This design comes from an exercise in tuning for small area, a short achievable clock period and few clock cycles on the open sky130 flow, not from production work. Only simulation tests tie the RTL to the original design; equivalence was not proved. The flow treats the clock pin as an ideal source, which a real chip does not have. Power is estimated from default activity; no workload was simulated.

==> flow/design.v <==
module somagic_video_core (
    input  wire        clk,
    input  wire        rst,           
    input  wire [11:0] cfg_bpl,       
    input  wire [9:0]  cfg_lpf,       
    input  wire        in_valid,
    input  wire [7:0]  in_data,
    output wire        in_ready,
    input  wire        ret_valid,
    input  wire [1:0]  ret_buf,
    output reg         wr_valid,
    output wire [1:0]  wr_buf,
    output reg  [22:0] wr_off,
    output reg  [7:0]  wr_data,
    output reg         done_valid,
    output wire [1:0]  done_buf,
    output reg  [31:0] done_seq,
    output wire [22:0] done_bytes,
    output reg         done_err,
    output wire [2:0]  done_reason
);
    localparam [1:0] S_HUNT = 2'd0, S_SYNC1 = 2'd1, S_SYNC2 = 2'd2, S_TRC = 2'd3;
    reg  [9:0]  blk_pos;
    reg         blk_video;      
    wire is_hdr = (blk_pos[9:2] == 8'd0);
    wire d_ff   = (in_data == 8'hFF);
    wire d_00   = (in_data == 8'h00);
    wire d_aa   = (in_data == 8'hAA);
    wire take   = in_valid && rdy;
    wire [9:0] blk_pos_inc = blk_pos + 10'd1;
    wire vb     = take && !is_hdr && blk_video;
    reg  [1:0]  sync_state;
    reg         inj_ff;         
    reg         inj_00;         
    reg         rdy;            
    reg         ev_pix, ev_trc;
    reg  [7:0]  ev_d;
    assign in_ready = rdy;
    wire hold   = inj_ff || inj_00;
    wire h_pix  = vb && sync_state == S_HUNT  && !d_ff;
    wire s1_f   = vb && sync_state == S_SYNC1 && !d_00;
    wire s2_f   = vb && sync_state == S_SYNC2 && !d_00;
    wire trc    = vb && sync_state == S_TRC   && !d_00;
    wire fail   = s1_f || s2_f;
    wire inj_00_n = s2_f || (inj_00 && inj_ff);
    always @(posedge clk) begin
        if (rst) begin
            blk_pos    <= 10'd0;
            sync_state <= S_HUNT;
            inj_ff     <= 1'b0;
            inj_00     <= 1'b0;
            rdy        <= 1'b1;
            ev_pix     <= 1'b0;
            ev_trc     <= 1'b0;
        end else begin
            blk_pos <= blk_pos + {9'd0, take};
            if (vb) begin
                case (sync_state)
                    S_HUNT:  if (d_ff) sync_state <= S_SYNC1;
                    S_SYNC1: sync_state <= d_00 ? S_SYNC2 : S_HUNT;
                    S_SYNC2: sync_state <= d_00 ? S_TRC : S_HUNT;
                    default: sync_state <= S_HUNT;
                endcase
            end
            if (!hold) ev_pix <= h_pix || fail;
            ev_trc <= trc;
            inj_ff <= fail;
            inj_00 <= inj_00_n;
            rdy    <= !(fail || inj_00_n);
        end
        if (take && blk_pos[9:2] == 8'd0)
            blk_video <= (blk_pos[1] ? d_00 : d_aa) && (blk_pos[1:0] == 2'd0 || blk_video);
        if (!hold) ev_d <= in_data;
    end
    reg         in_blank;
    reg         cur_valid;
    reg         on_second;
    reg  [11:0] col_left;       
    reg  [9:0]  lines_left;     
    reg  [9:0]  alc_left;       
    reg         jump;           
    reg  [22:0] bytes_written;
    reg         done_short;
    reg  [1:0]  q0, q1, q2, q3;
    reg  [2:0]  av_cnt;         
    wire        av_ok = cur_valid ? (av_cnt[2] || av_cnt[1]) : (av_cnt != 3'd0);
    wire sav   = ev_trc && !ev_d[4];      
    wire eav   = ev_trc &&  ev_d[4];
    wire sav_f = ev_d[6];
    wire sav_v = ev_d[5];
    wire full        = (lines_left == 10'd0);
    wire eol         = (col_left == 12'd1);
    wire alc_short   = (alc_left != 10'd0);
    wire a_pix       = ev_pix || hold;      
    wire live        = a_pix && !in_blank && cur_valid;
    wire pix_write   = live && !full;
    wire pix_ovf     = live && full;
    wire f2_sav      = sav && cur_valid && sav_f && !on_second;
    wire short_field = f2_sav && alc_short;
    wire field_two   = f2_sav && !alc_short;
    wire frame_done  = sav && cur_valid && !sav_f && on_second;
    wire finalize    = short_field || frame_done || pix_ovf;
    wire acquire     = sav && !sav_f && !sav_v && (!cur_valid || frame_done) && av_ok;
    wire fstart      = acquire || field_two;
    assign wr_buf      = q0;
    assign done_buf    = q0;
    assign done_bytes  = bytes_written;
    assign done_reason = {done_err, 1'b0, done_short};
    wire [22:0] off_next = wr_off + (jump ? {11'd0, col_left} : 23'd0) + 23'd1;
    always @(posedge clk) begin
        if (rst) begin
            in_blank   <= 1'b1;
            cur_valid  <= 1'b0;
            wr_valid   <= 1'b0;
            done_valid <= 1'b0;
            done_seq   <= 32'd0;
            q0         <= 2'd0;
            q1         <= 2'd1;
            q2         <= 2'd2;
            q3         <= 2'd3;
            av_cnt     <= 3'd4;
        end else begin
            wr_valid   <= pix_write;
            done_valid <= finalize;
            done_seq   <= done_seq + {31'd0, done_valid};
            if (eav) in_blank <= 1'b1;
            if (sav) in_blank <= sav_v;
            if (finalize) cur_valid <= 1'b0;
            if (acquire) cur_valid <= 1'b1;
            if (done_valid) begin
                q0 <= q1;
                q1 <= q2;
                q2 <= q3;
            end
            if (ret_valid) begin
                case (av_cnt[1:0] - {1'b0, done_valid})
                    2'd0: q0 <= ret_buf;
                    2'd1: q1 <= ret_buf;
                    2'd2: q2 <= ret_buf;
                    default: q3 <= ret_buf;
                endcase
            end
            av_cnt <= av_cnt + {2'd0, ret_valid} - {2'd0, done_valid};
        end
        wr_data    <= inj_ff ? 8'hFF : (inj_00 ? 8'h00 : ev_d);
        done_err   <= short_field || pix_ovf;
        done_short <= short_field;
        if (acquire) on_second <= 1'b0;
        else if (field_two) on_second <= 1'b1;
        bytes_written <= ((done_valid || !cur_valid) ? 23'd0 : bytes_written) + {22'd0, pix_write};
        if (fstart) begin
            col_left   <= cfg_bpl;
            lines_left <= cfg_lpf;
            alc_left   <= cfg_lpf;
            jump       <= field_two;
            wr_off     <= 23'h7FFFFF;
        end else begin
            wr_off <= wr_off + {11'd0, col_left & {12{jump && pix_write}}} + {22'd0, pix_write};
            if (pix_write) jump <= eol;
            if (pix_write && eol) col_left <= cfg_bpl;
            else col_left <= col_left - {11'd0, pix_write};
            lines_left <= lines_left - {9'd0, pix_write && eol};
            alc_left   <= alc_left - {9'd0, eav && cur_valid && !in_blank && alc_short};
        end
    end
endmodule
==> flow/config.mk <==
export PLATFORM = sky130hd
export DESIGN_NAME = somagic_video_core
export DESIGN_NICKNAME = somagic_video_core
export VERILOG_FILES = /design/flow/design.v
export SDC_FILE = /design/flow/constraint.sdc
export NUM_CORES = 4
export LEC_CHECK = 0
export CAP_MARGIN = 20
export CORE_MARGIN = 2
export CORE_UTILIZATION = 40
export CTS_BUF_LIST = sky130_fd_sc_hd__clkbuf_8
export SLEW_MARGIN = 20
==> flow/constraint.sdc <==
create_clock -name core_clock -period 10.5 [get_ports {clk}]
set_input_delay 2.1000 -clock core_clock [delete_from_list [all_inputs] [get_ports {clk}]]
set_output_delay 2.1000 -clock core_clock [all_outputs]
set_load 0.01 [all_outputs]
standard.sh (not shown) runs the stock make flow with config.mk's settings and CLKGATE_MAP_FILE= SYNTH_SCRIPT=/design/flow/synth_recipe.tcl, a recipe that flattens the netlist after the stock synthesis.
==> flow/flow/run.sh <==
#!/bin/bash
export BUFFER_PORTS_ARGS="-buffer_cell sky130_fd_sc_hd__buf_1"
export SETUP_SLACK_MARGIN=7.0
bash standard.sh > standard.log 2>&1
The starting point completed with no timing, DRC or antenna violations.
Testbench counts at the start, summed over its fixed seeds: cycles 1,179,870.
Next try:
--- a/flow/flow/run.sh
+++ b/flow/flow/run.sh
@@ -3 +3 @@
-export SETUP_SLACK_MARGIN=7.0
+export SETUP_SLACK_MARGIN=7.2
The changed run ran to the end with no violations; clock power drops by about 4%; via count drops by about 0.36%; die area does not change; wire length climbs by about 2%; count of clock-buffer cells in the layout stays the same; register-to-register slack gains 150 ps; synthesized area does not change; setup slack gains 62 ps.

* * *

== ember ==
somagic_video_core, a different RTL version from the one above (not shown whole).
Size: roughly 900 cells after synthesis, ~8900 µm² of cells after synthesis.
export LEC_CHECK = 0
export ABC_CLOCK_PERIOD_IN_PS = 2500
export CAP_MARGIN = 20
export CORE_MARGIN = 2
export CORE_UTILIZATION = 40
export SLEW_MARGIN = 20
create_clock -name core_clock -period 10.5 [get_ports {clk}]
==> flow/flow/run.sh <==
#!/bin/bash
export BUFFER_PORTS_ARGS="-buffer_cell sky130_fd_sc_hd__buf_1"
export SETUP_SLACK_MARGIN=7.0
bash standard.sh > standard.log 2>&1
Testbench counts of ember, summed over its fixed seeds: cycles 1,179,648.
Changes in onyx relative to ember:
==> flow/flow/run.sh <==
#!/bin/bash
export BUFFER_PORTS_ARGS="-buffer_cell sky130_fd_sc_hd__buf_1"
export SETUP_SLACK_MARGIN=7.2
bash standard.sh > standard.log 2>&1
--- a/flow/config.mk
+++ b/flow/config.mk
@@ -6,5 +6,4 @@
 export NUM_CORES = 4
 export LEC_CHECK = 0
-export ABC_CLOCK_PERIOD_IN_PS = 2500
 export CAP_MARGIN = 20
 export CORE_MARGIN = 2
### Flow results
- ~same total global routing track utilization in onyx and ember
- [onyx] via count of the first global-routing pass fell 3.7% relative to ember
- onyx vs. ember: post-route minimum period went down by 0.010 ns.
- For net count of the finished layout, ember and onyx come out practically identical.
Input-level comparison between indigo and onyx:
--- a/flow/config.mk
+++ b/flow/config.mk
@@ -9,3 +9,6 @@
 export CORE_MARGIN = 2
 export CORE_UTILIZATION = 40
+export CTS_BUF_LIST = sky130_fd_sc_hd__clkbuf_8
+export CTS_CLUSTER_DIAMETER = 150
+export CTS_CLUSTER_SIZE = 50
 export SLEW_MARGIN = 20
==> comparison <==
Proportion of final cell area spent on non-clock buffers | indigo above onyx. Sequential cell count: onyx vs indigo identical. Sort onyx and indigo by clock group share of total power, descending, and onyx comes first. Total power: indigo below onyx. Looking at highest-delay cell along the critical path, the sky130_fd_sc_hd__edfxtp_1 result is from indigo; the sky130_fd_sc_hd__or4_4 one comes from onyx. Sort onyx and indigo by critical path depth asc -> top: indigo. The global-route usage of indigo and that of onyx are within noise of each other.
diff inputs: indigo => pepper
==> flow/flow/run.sh <==
#!/bin/bash
export BUFFER_PORTS_ARGS="-buffer_cell sky130_fd_sc_hd__buf_1"
export SETUP_SLACK_MARGIN=7.3
bash standard.sh > standard.log 2>&1
--- a/flow/config.mk
+++ b/flow/config.mk
@@ -9,6 +9,3 @@
 export CORE_MARGIN = 2
 export CORE_UTILIZATION = 40
-export CTS_BUF_LIST = sky130_fd_sc_hd__clkbuf_8
-export CTS_CLUSTER_DIAMETER = 150
-export CTS_CLUSTER_SIZE = 50
 export SLEW_MARGIN = 20
Notes after the runs:
Looking at quantity of gates resized following cts across pepper and indigo, the one that comes out higher is pepper. Routing usage on met1: pepper vs indigo down 0.75 points. Arrival time reported for the critical path endpoint ended up 2.50 ns higher on pepper than on indigo. Transition at the pin with the smallest max-transition slack down 0.032 ns in pepper wrt indigo. Diff indigo -> pepper: setup slack of the most critical reg-to-reg path now sits higher; time the worst path needs with I/O delays and setup now sits higher; critical path depth now sits higher; tightest slew margin relative to the limit now sits higher. Every stage of the flow completed for pepper, and the final layout passed the timing, DRC and antenna checks. Changes observed in pepper relative to indigo: sequential cell area share shows a reduction of 1.5 points, count of clock-buffer cells in the layout rose by 1.

* * *

build 63:
somagic_video_core, a different RTL version from the one above (not shown whole).
Size: about 160 flip-flops, ~130 I/O pins.
==> flow/config.mk <==
export PLATFORM = sky130hd
export DESIGN_NAME = somagic_video_core
export DESIGN_NICKNAME = somagic_video_core
export VERILOG_FILES = /design/flow/design.v
export SDC_FILE = /design/flow/constraint.sdc
export NUM_CORES = 4
export LEC_CHECK = 0
export CAP_MARGIN = 20
export CORE_MARGIN = 2
export CORE_UTILIZATION = 60
export CTS_BUF_LIST = sky130_fd_sc_hd__clkbuf_8
export SLEW_MARGIN = 20
==> flow/constraint.sdc <==
create_clock -name core_clock -period 10.5 [get_ports {clk}]
set_input_delay 2.1000 -clock core_clock [delete_from_list [all_inputs] [get_ports {clk}]]
set_output_delay 2.1000 -clock core_clock [all_outputs]
set_load 0.01 [all_outputs]
==> flow/flow/run.sh <==
#!/bin/bash
export BUFFER_PORTS_ARGS="-buffer_cell sky130_fd_sc_hd__buf_1"
export SETUP_SLACK_MARGIN=7.2
bash standard.sh > standard.log 2>&1
Per the final summary, build 63 finished and its layout is clean on timing, DRC and antenna.
Testbench counts of build 63, summed over its fixed seeds: cycles 1,179,870.
Input-level comparison between build 45 and build 63:
==> flow/flow/run.sh <==
#!/bin/bash
export BUFFER_PORTS_ARGS="-buffer_cell sky130_fd_sc_hd__buf_1"
export SETUP_SLACK_MARGIN=7.35
export POST_CTS_TCL="$(pwd)/flow/downsize.tcl"
bash standard.sh > standard.log 2>&1
==> flow/flow/downsize.tcl (new file) <==
# Run after clock tree synthesis and its timing repair (POST_CTS_TCL hook).
# Greedy area recovery: move each logic cell to the smallest drive strength
# of its own function that keeps the worst setup slack at or above the
# target (the repair's own target, or the slack it reached if less). Port
# buffers and clock tree cells are left alone.
proc my_downsize {target} {
  set n 0
  set lib_names {}
  foreach lc [get_lib_cells */sky130_fd_sc_hd__*] { dict set lib_names [get_name $lc] 1 }
  foreach dbinst [[ord::get_db_block] getInsts] {
    set iname [$dbinst getName]
    if {[string match "input*" $iname] || [string match "output*" $iname] || [string match "clkbuf_*" $iname]} continue
    set cname [[$dbinst getMaster] getName]
    if {![dict exists $lib_names $cname]} continue
    if {[string match "*clkbuf*" $cname] || [string match "*clkinv*" $cname] || [string match "*conb*" $cname]} continue
    if {![regexp {^(.*)_([0-9]+)$} $cname -> base drive]} continue
    set inst [get_cells $iname]
    foreach d {0 1 2 4} {
      if {$d >= $drive} break
      set cand ${base}_$d
      if {![dict exists $lib_names $cand]} continue
      replace_cell $inst $cand
      if {[sta::worst_slack_cmd max] >= $target} {
        incr n
        break
      }
      replace_cell $inst $cname
    }
  }
  puts "my_downsize: $n cells made smaller"
}

estimate_parasitics -placement
set ws0 [sta::worst_slack_cmd max]
set target [expr {min($ws0, $::env(SETUP_SLACK_MARGIN) * 1e-9)}]
puts "my_downsize: worst slack [format %.3f [expr {$ws0 * 1e9}]] ns, target [format %.3f [expr {$target * 1e9}]] ns"
my_downsize $target
report_worst_slack -max
detailed_placement
check_placement -verbose
--- a/flow/config.mk
+++ b/flow/config.mk
@@ -9,3 +9,3 @@
 export CORE_MARGIN = 2
-export CORE_UTILIZATION = 60
+export CORE_UTILIZATION = 40
 export CTS_BUF_LIST = sky130_fd_sc_hd__clkbuf_8
## What came out
Build 45 ended up with done_seq[28]$_SDFF_PP0_ as its critical path launch point; build 63 ended up with done_valid$_SDFF_PP0_.
When build 45 is set beside build 63, its layout-stage area growth over the synthesis result turns out to be 4.3 points larger.
Summary of build 45 over build 63: met3 wire length picked up an extra about 22%, number of vias per cell lost 0.34.
Taking build 63 as the reference, in build 45 number of multi-input combinational cells in the layout was more or less identical; met2 track demand over resource in global routing went down by 13 points; post-layout total power went up by 28 uW.
Sort build 63 and build 45 by cell area, descending, and build 45 comes first.
For build 55, these inputs were changed with respect to build 45:
==> flow/flow/run.sh <==
#!/bin/bash
export BUFFER_PORTS_ARGS="-buffer_cell sky130_fd_sc_hd__buf_1"
export SETUP_SLACK_MARGIN=7.2
bash standard.sh > standard.log 2>&1
removed: flow/flow/downsize.tcl
On fraction of area in registers, build 55 and build 45 are neck and neck.
The run showing the smaller area overhead of the layout relative to synthesis is build 55.
The estimated power of build 55 ends up lower than the estimate for build 45.
The higher delay of the slowest cell on the worst path of build 55 and build 45 is in build 55.
Count of vias placed by the detailed router down 1.9% in build 55 wrt build 45
Wire: build 55 routes less than build 45
Flip-flop and latch count came out exactly the same in build 55 and build 45.

* * *

== the baseline ==
somagic_video_core again, from the RTL that the note above started with.
==> flow/config.mk <==
export PLATFORM = sky130hd
export DESIGN_NAME = somagic_video_core
export DESIGN_NICKNAME = somagic_video_core
export VERILOG_FILES = /design/flow/design.v
export SDC_FILE = /design/flow/constraint.sdc
export NUM_CORES = 4
export LEC_CHECK = 0
export CAP_MARGIN = 20
export CORE_MARGIN = 2
export CORE_UTILIZATION = 40
export CTS_BUF_LIST = sky130_fd_sc_hd__clkbuf_8
export SLEW_MARGIN = 20
==> flow/constraint.sdc <==
create_clock -name core_clock -period 10.5 [get_ports {clk}]
set_input_delay 2.1000 -clock core_clock [delete_from_list [all_inputs] [get_ports {clk}]]
set_output_delay 2.1000 -clock core_clock [all_outputs]
set_load 0.01 [all_outputs]
==> flow/flow/run.sh <==
#!/bin/bash
export BUFFER_PORTS_ARGS="-buffer_cell sky130_fd_sc_hd__buf_1"
export SETUP_SLACK_MARGIN=7.3
export POST_CTS_TCL="$(pwd)/flow/downsize.tcl"
bash standard.sh > standard.log 2>&1
==> flow/flow/downsize.tcl <==
# Run after clock tree synthesis and its timing repair (POST_CTS_TCL hook).
# Greedy area recovery: move each logic cell to the smallest drive strength
# of its own function that keeps the worst setup slack at or above the
# target (the repair's own target, or the slack it reached if less). Port
# buffers and clock tree cells are left alone.
proc my_downsize {target} {
  set n 0
  set lib_names {}
  foreach lc [get_lib_cells */sky130_fd_sc_hd__*] { dict set lib_names [get_name $lc] 1 }
  foreach dbinst [[ord::get_db_block] getInsts] {
    set iname [$dbinst getName]
    if {[string match "input*" $iname] || [string match "output*" $iname] || [string match "clkbuf_*" $iname]} continue
    set cname [[$dbinst getMaster] getName]
    if {![dict exists $lib_names $cname]} continue
    if {[string match "*clkbuf*" $cname] || [string match "*clkinv*" $cname] || [string match "*conb*" $cname]} continue
    if {![regexp {^(.*)_([0-9]+)$} $cname -> base drive]} continue
    set inst [get_cells $iname]
    foreach d {0 1 2 4} {
      if {$d >= $drive} break
      set cand ${base}_$d
      if {![dict exists $lib_names $cand]} continue
      replace_cell $inst $cand
      if {[sta::worst_slack_cmd max] >= $target} {
        incr n
        break
      }
      replace_cell $inst $cname
    }
  }
  puts "my_downsize: $n cells made smaller"
}

estimate_parasitics -placement
set ws0 [sta::worst_slack_cmd max]
set target [expr {min($ws0, $::env(SETUP_SLACK_MARGIN) * 1e-9)}]
puts "my_downsize: worst slack [format %.3f [expr {$ws0 * 1e9}]] ns, target [format %.3f [expr {$target * 1e9}]] ns"
my_downsize $target
report_worst_slack -max
detailed_placement
check_placement -verbose
Testbench counts of the baseline, summed over its fixed seeds: cycles 1,179,870.
#### Input delta (the candidate over the baseline)
# the baseline
export LEC_CHECK = 0
export CAP_MARGIN = 20
export CORE_MARGIN = 2
export CORE_UTILIZATION = 40
export CTS_BUF_LIST = sky130_fd_sc_hd__clkbuf_8
export SLEW_MARGIN = 20
create_clock -name core_clock -period 10.5 [get_ports {clk}]
# the candidate
export LEC_CHECK = 0
export CAP_MARGIN = 20
export CORE_MARGIN = 2
export CORE_UTILIZATION = 40
export CTS_BUF_LIST = sky130_fd_sc_hd__clkbuf_8
export GPL_ROUTABILITY_DRIVEN = 0
export SLEW_MARGIN = 20
create_clock -name core_clock -period 10.5 [get_ports {clk}]
The candidate finished every step from synthesis to the final layout, and the layout passed the timing, DRC and antenna checks.
Switching part of the total: the candidate vs the baseline identical
Between the candidate and the baseline, the difference in count of cells along the worst register-to-register path is negligible.
Reported for the candidate and the baseline, average wire per cell in the routed design turned out identical to the last digit.
There was hardly any difference in setup slack between the baseline and the candidate.

## port drivers added, routing unchanged
How much do the figures lean on ideal ports? The routed layouts below were timed once more, with nothing changed but the port constraints.
Step 1 sets driving cells, clkbuf_16 on the clock port and buf_2 on the other inputs (assumed; they add their load-dependent delay and slew).
Step 2 also shifts input and output timing later by t, the mid clock arrival at the registers, as if the neighbouring blocks saw the same clock.
Slacks: no drivers / after step 1 / after step 2; pairs: no drivers / after step 1.
run	shift t [ns]	slack for setup (ns)	cell pins on the clock port's net
the first run of note 1	0.481	7.239 / 7.203 / 6.829	1
the second run of note 1	0.489	7.301 / 7.262 / 6.903	1
ember	0.468	7.219 / 7.236 / 6.768	1
onyx	0.473	7.229 / 7.234 / 6.780	1
indigo	0.510	7.258 / 7.217 / 6.778	1
pepper	0.466	7.215 / 7.229 / 6.763	1
build 63	0.489	7.297 / 7.259 / 6.978	1
build 45	0.479	7.406 / 7.365 / 7.014	1
build 55	0.494	7.311 / 7.270 / 7.002	1
the baseline	0.480	7.370 / 7.332 / 6.946	1
the candidate	0.480	7.370 / 7.332 / 6.946	1
After both steps setup and hold are still met in every run listed. For indigo, which loses most, drivers alone change the setup slack by -0.041 ns; drivers and shift together by -0.480 ns.
